This design comes from an exercise in tuning for small area, a short achievable clock period and few clock cycles per item on the open sky130 flow, not from production work. At most, simulation tests tie the RTL to the original design; equivalence was not proved. Power is estimated from default activity; no workload was simulated.

## lane 1
## chord_mixer
module chord_mixer (
    input  wire        clk,
    input  wire        rst,
    input  wire        in_valid,
    output wire        in_ready,
    input  wire [1:0]  in_n,
    input  wire [31:0] in_s0,
    input  wire [31:0] in_s1,
    input  wire [31:0] in_s2,
    output wire        out_valid,
    input  wire        out_ready,
    output wire [31:0] out_data
);
Size in the first run: ~3,400 cells after synthesis, ~460 flip-flops, about 140 I/O pins.
==> flow/config.mk <==
export PLATFORM = sky130hd
export DESIGN_NAME = chord_mixer
export DESIGN_NICKNAME = chord_mixer
export VERILOG_FILES = /design/flow/design.v
export SDC_FILE = /design/flow/constraint.sdc
export NUM_CORES = 4
export LEC_CHECK = 0
export ABC_AREA = 1
export CAP_MARGIN = 20
export CORE_MARGIN = 2
export CORE_UTILIZATION = 40
export SLEW_MARGIN = 20
==> flow/constraint.sdc <==
create_clock -name core_clock -period 14.0 [get_ports {clk}]
set_input_delay 2.8000 -clock core_clock [delete_from_list [all_inputs] [get_ports {clk}]]
set_output_delay 2.8000 -clock core_clock [all_outputs]
set_load 0.01 [all_outputs]
standard.sh (not shown) runs the stock make flow with config.mk's settings and CLKGATE_MAP_FILE= SYNTH_SCRIPT=/design/flow/synth_recipe.tcl, a recipe that flattens the netlist after the stock synthesis.
==> flow/flow/run.sh <==
#!/bin/bash
# Own layout flow: the standard synthesis and layout, with two changes:
#  - the timing repair after placement, clock tree synthesis and global
#    routing aims for more setup slack than the flow settings allow;
#  - every input and output port still gets a buffer, but a plain buffer
#    (buf_2) rather than the delay cell buffer_ports picks by default.
# The clock period and all constraints stay those of constraint.sdc. Each
# step's output goes to a log of its own in the work folder (ORFS also keeps
# its per-step logs under orfs/).
set -euo pipefail
MARGIN=${MARGIN:-9.8}
PORTBUF=${PORTBUF:-sky130_fd_sc_hd__buf_2}
bash standard.sh synth > synth.log 2>&1
bash standard.sh finish SETUP_SLACK_MARGIN=$MARGIN \
    "BUFFER_PORTS_ARGS=-inputs -outputs -buffer_cell $PORTBUF" > layout.log 2>&1
The flow did not stop early for lane 1: all stages ran, and the layout cleared the timing, DRC and antenna checks.
Testbench counts of lane 1, summed over its fixed seeds: cycles 16,056, items 16,000.
### lane 1 -> lane 2
Settings: CORE_UTILIZATION: 40 -> 50; CTS_CLUSTER_SIZE: unset -> 24; CTS_CLUSTER_DIAMETER: unset -> 120.
--- a/flow/flow/run.sh
+++ b/flow/flow/run.sh
@@ -11 +11 @@
-MARGIN=${MARGIN:-9.8}
+MARGIN=${MARGIN:-10}
Results
Each of the runs, namely lane 2 and lane 1, reached the end of the flow and came out clean.
Looking at end of the critical path, the f3[0] result is from lane 1; the out_data[22] one comes from lane 2.
Changes observed in lane 2 relative to lane 1: total routed wire length on the met1 layer rose 2.6%; width of the die fell 10%.
Taking lane 1 as the reference, in lane 2 final cell utilization of the core rose 11 points; clock buffer count from CTS lost 52%; fraction of power consumed by combinational cells now sits higher; total number of vias up 2.3%.

* * *

== before ==
The RTL this note starts from:
==> flow/design.v <==
module mix_fadd (
    input  wire [30:0] a,
    input  wire [30:0] b,
    output wire [30:0] y
);
    wire [7:0]  ea = a[30:23];
    wire [7:0]  eb = b[30:23];
    wire        inf_in = (&ea) | (&eb);
    wire        na = |ea;
    wire        nb = |eb;
    wire [7:0]  Ea = {ea[7:1], ea[0] | ~na};
    wire [7:0]  Eb = {eb[7:1], eb[0] | ~nb};
    wire [8:0]  dab = {1'b0, Ea} - {1'b0, Eb};
    wire [7:0]  dba = Eb - Ea;
    wire        a_hi = ~dab[8];
    wire [7:0]  d    = a_hi ? dab[7:0] : dba;
    wire [7:0]  e_hi = a_hi ? Ea : Eb;
    wire [23:0] m_hi = a_hi ? {na, a[22:0]} : {nb, b[22:0]};
    wire [23:0] m_lo = a_hi ? {nb, b[22:0]} : {na, a[22:0]};
    wire        big = |d[7:5];
    wire [25:0] l0 = {m_lo, 2'b00};
    wire [25:0] l1 = d[0] ? {1'b0,  l0[25:2],  l0[1]   | l0[0]}      : l0;
    wire [25:0] l2 = d[1] ? {2'b0,  l1[25:3],  |l1[2:0]}             : l1;
    wire [25:0] l3 = d[2] ? {4'b0,  l2[25:5],  |l2[4:0]}             : l2;
    wire [25:0] l4 = d[3] ? {8'b0,  l3[25:9],  |l3[8:0]}             : l3;
    wire [25:0] l5 = d[4] ? {16'b0, l4[25:17], |l4[16:0]}            : l4;
    wire [25:0] al = big ? {25'd0, |m_lo} : l5;
    wire [24:0] sum = {1'b0, m_hi} + {1'b0, al[25:2]};
    wire        c  = sum[24];
    wire [23:0] m  = c ? sum[24:1] : sum[23:0];
    wire        g  = c ? sum[0] : al[1];
    wire        s  = c ? (al[1] | al[0]) : al[0];
    wire        ov = c & (&e_hi[7:1]);           
    wire [7:0]  field = c ? e_hi + 8'd1 : (m[23] ? e_hi : 8'd0);
    wire        rup   = g & (s | m[0]);
    wire [30:0] rounded = {field, m[22:0]} + {30'd0, rup};
    assign y = (inf_in | ov) ? 31'h7F800000 : rounded;
endmodule
module mix_fdiv (
    input  wire [30:0] x,
    input  wire [1:0]  n,
    output wire [30:0] y
);
    wire [7:0]  ex = x[30:23];
    wire        nx = |ex;
    wire        e1 = (ex[7:1] == 7'd0);         
    wire [23:0] M  = {nx, x[22:0]};
    wire [30:0] h_pre = e1 ? {8'd0, M[23:1]} : {ex - 8'd1, x[22:0]};
    wire        h_rup = e1 & M[0] & M[1];
    wire [1:0]  r;
    wire [22:0] q;
    mix_div3 u_d3 (.m(M), .q(q), .r(r));
    wire        f24 = r[1];             
    wire        f23 = r[0];             
    wire        f22 = r[1];
    wire        nz  = r[1] | r[0];
    wire        top = q[22];            
    wire [8:0]  f0  = {1'b0, ex} - {7'd0, ~top, top};
    wire        normal = ~f0[8] & (|f0[7:0]) & nx;
    wire [22:0] n_man = top ? {q[21:0], f24} : {q[20:0], f24, f23};
    wire        n_g   = top ? f23 : f22;
    wire [22:0] s_man = e1 ? q : {q[21:0], f24};
    wire        s_g   = e1 ? f24 : f23;
    wire [30:0] t_pre = normal ? {f0[7:0], n_man} : {8'd0, s_man};
    wire        t_g   = normal ? n_g : s_g;
    wire        t_rup = t_g & (nz | t_pre[0]);
    wire        pass = n[0] & ~n[1] | (&ex);
    wire [30:0] pre  = pass ? x : (n[1] & ~n[0]) ? h_pre : t_pre;
    wire        rup  = ~pass & ((n[1] & ~n[0]) ? h_rup : t_rup);
    assign y = pre + {30'd0, rup};
endmodule
module mix_div3 (
    input  wire [23:0] m,
    output wire [22:0] q,
    output wire [1:0]  r
);
    function [1:0] add3;                
        input [1:0] a, b;
        begin
            case ({a, b})
                4'b0000, 4'b0110, 4'b1001: add3 = 2'd0;
                4'b0001, 4'b0100, 4'b1010: add3 = 2'd1;
                default:                   add3 = 2'd2;
            endcase
        end
    endfunction
    wire [1:0] s [0:4][0:11];
    genvar t, k;
    generate
        for (t = 0; t < 12; t = t + 1) begin : gp
            wire [1:0] p = m[2*t+1:2*t];
            assign s[0][t] = (p == 2'd3) ? 2'd0 : p;
        end
        for (k = 0; k < 4; k = k + 1) begin : gl
            for (t = 0; t < 12; t = t + 1) begin : gt
                localparam integer P = 11 - t;
                localparam integer Q = ((P >> k) << k) - 1;
                if ((P >> k) & 1)
                    assign s[k+1][t] = add3(s[k][11 - Q], s[k][t]);
                else
                    assign s[k+1][t] = s[k][t];
            end
        end
        for (t = 0; t < 12; t = t + 1) begin : gq
            wire [1:0] rin = (t == 11) ? 2'd0 : s[4][(t == 11) ? 11 : t + 1];
            wire [3:0] v   = {rin, m[2*t+1:2*t]};
            reg  [1:0] qd;
            always @(*) begin
                case (v)
                    4'd0, 4'd1, 4'd2:   qd = 2'd0;
                    4'd3, 4'd4, 4'd5:   qd = 2'd1;
                    4'd6, 4'd7, 4'd8:   qd = 2'd2;
                    default:            qd = 2'd3;
                endcase
            end
            if (t == 11) begin : gtop
                assign q[22] = qd[0];
            end else begin : glow
                assign q[2*t+1:2*t] = qd;
            end
        end
    endgenerate
    assign r = s[4][0];
endmodule
module chord_mixer (
    input  wire        clk,
    input  wire        rst,
    input  wire        in_valid,
    output wire        in_ready,
    input  wire [1:0]  in_n,
    input  wire [31:0] in_s0,
    input  wire [31:0] in_s1,
    input  wire [31:0] in_s2,
    output wire        out_valid,
    input  wire        out_ready,
    output wire [31:0] out_data
);
    reg         busy;        
    reg         more;        
    reg  [1:0]  n;
    reg  [30:0] s0, s1, s2;
    reg         full;        
    reg  [1:0]  na;
    reg  [30:0] acc;
    wire        free  = ~full | out_ready;           
    wire        step  = busy & (more | free);        
    wire        done  = step & (more | n != 2'd3);   
    assign      in_ready = ~busy | done;
    wire        take  = in_valid & in_ready;
    wire [30:0] a = more ? acc : s0;
    wire [30:0] b = more ? s2  : s1;
    wire [30:0] sum;
    wire [30:0] quo;
    mix_fadd u_add (.a(a), .b(b), .y(sum));
    mix_fdiv u_div (.x(acc), .n(na), .y(quo));
    always @(posedge clk) begin
        if (take) begin
            n  <= in_n;
            s0 <= in_s0[30:0];
            s1 <= in_n[1] ? in_s1[30:0] : 31'd0;
            s2 <= in_s2[30:0];
        end
        if (step)
            acc <= sum;
        if (step & ~more)
            na <= n;
        if (rst) begin
            busy <= 1'b0;
            more <= 1'b0;
            full <= 1'b0;
        end else begin
            busy <= take | (busy & ~done);
            more <= step & ~more & (n == 2'd3);
            full <= done | (full & ~out_ready & ~step);
        end
    end
    assign out_valid = full;
    assign out_data  = {1'b0, quo};
endmodule
Settings: LEC_CHECK=0, ABC_AREA=1, CAP_MARGIN=20, CORE_MARGIN=2, CORE_UTILIZATION=40, SETUP_SLACK_MARGIN=5, SLEW_MARGIN=20; clock period 14.0 ns.
run.sh (not shown) runs the stock make flow with config.mk's settings and CLKGATE_MAP_FILE= SYNTH_SCRIPT=/design/flow/synth_recipe.tcl, a recipe that flattens the netlist after the stock synthesis.
Stock flow here: none of the scripts above is used.
What after does differently from before at the input level:
- SETUP_SLACK_MARGIN no longer set, was 5
## What came out
Re final area: before was higher than after. Combinational group power delta for after relative to before: about 3% lower. Compared with before, after shows a endpoint arrival time on the critical path that is 4730 ps higher. Detailed-route wire length per cell ended up 0.45 um lower on after than on before. When the final numbers for before and after were put side by side, the final period demand of the worst path turned out to be greater in after. From before to after the numbers moved as follows: final net count -28, power after layout -about 2.2%, final-layout worst hold slack +3.1 ps, area overhead of the layout relative to synthesis -2.6 points. Cell at the slowest stage of the critical path = sky130_fd_sc_hd__dfxtp_4: after; cell at the slowest stage of the critical path = sky130_fd_sc_hd__clkdlybuf4s50_1: before. | minimum setup slack in the final design | after vs before | worse |.
Function was not checked in any run of this note: the RTL went through the layout flow alone.

[afterwards: timing with drivers on the ports]
The results above use ideal ports. As a check the final layouts listed here were re-extracted and re-timed, cells and wires unchanged. Step 1 sets driving cells, clkbuf_16 on the clock port and buf_2 on the other inputs (assumed; they add their load-dependent delay and slew). Step 2 times the ports against the registers' clock, not the clock port: input delays grow and output delays shrink by t, the midpoint of the rising clock arrivals with the driver on. Slacks: ideal ports / drivers / drivers and shift; pairs: ideal ports / drivers.
run	shift t [ns]	slack for setup (ns)	worst setup path at the end	latest minus earliest clock arrival (ns)	cell pins on the clock port's net
lane 1	0.649	9.904 / 9.904 / 9.748	input to register	0.018 / 0.019	1
lane 2	0.641	10.012 / 9.950 / 9.783	input to register	0.043 / 0.043	1
before	0.469	5.341 / 5.294 / 5.516	register to register	0.018 / 0.018	1
after	0.468	3.546 / 3.546 / 3.546	register to register	0.015 / 0.015	1
After both steps every run listed still meets setup and hold. For lane 2, which loses most, drivers alone change the setup slack by -0.062 ns; drivers and shift together by -0.229 ns.
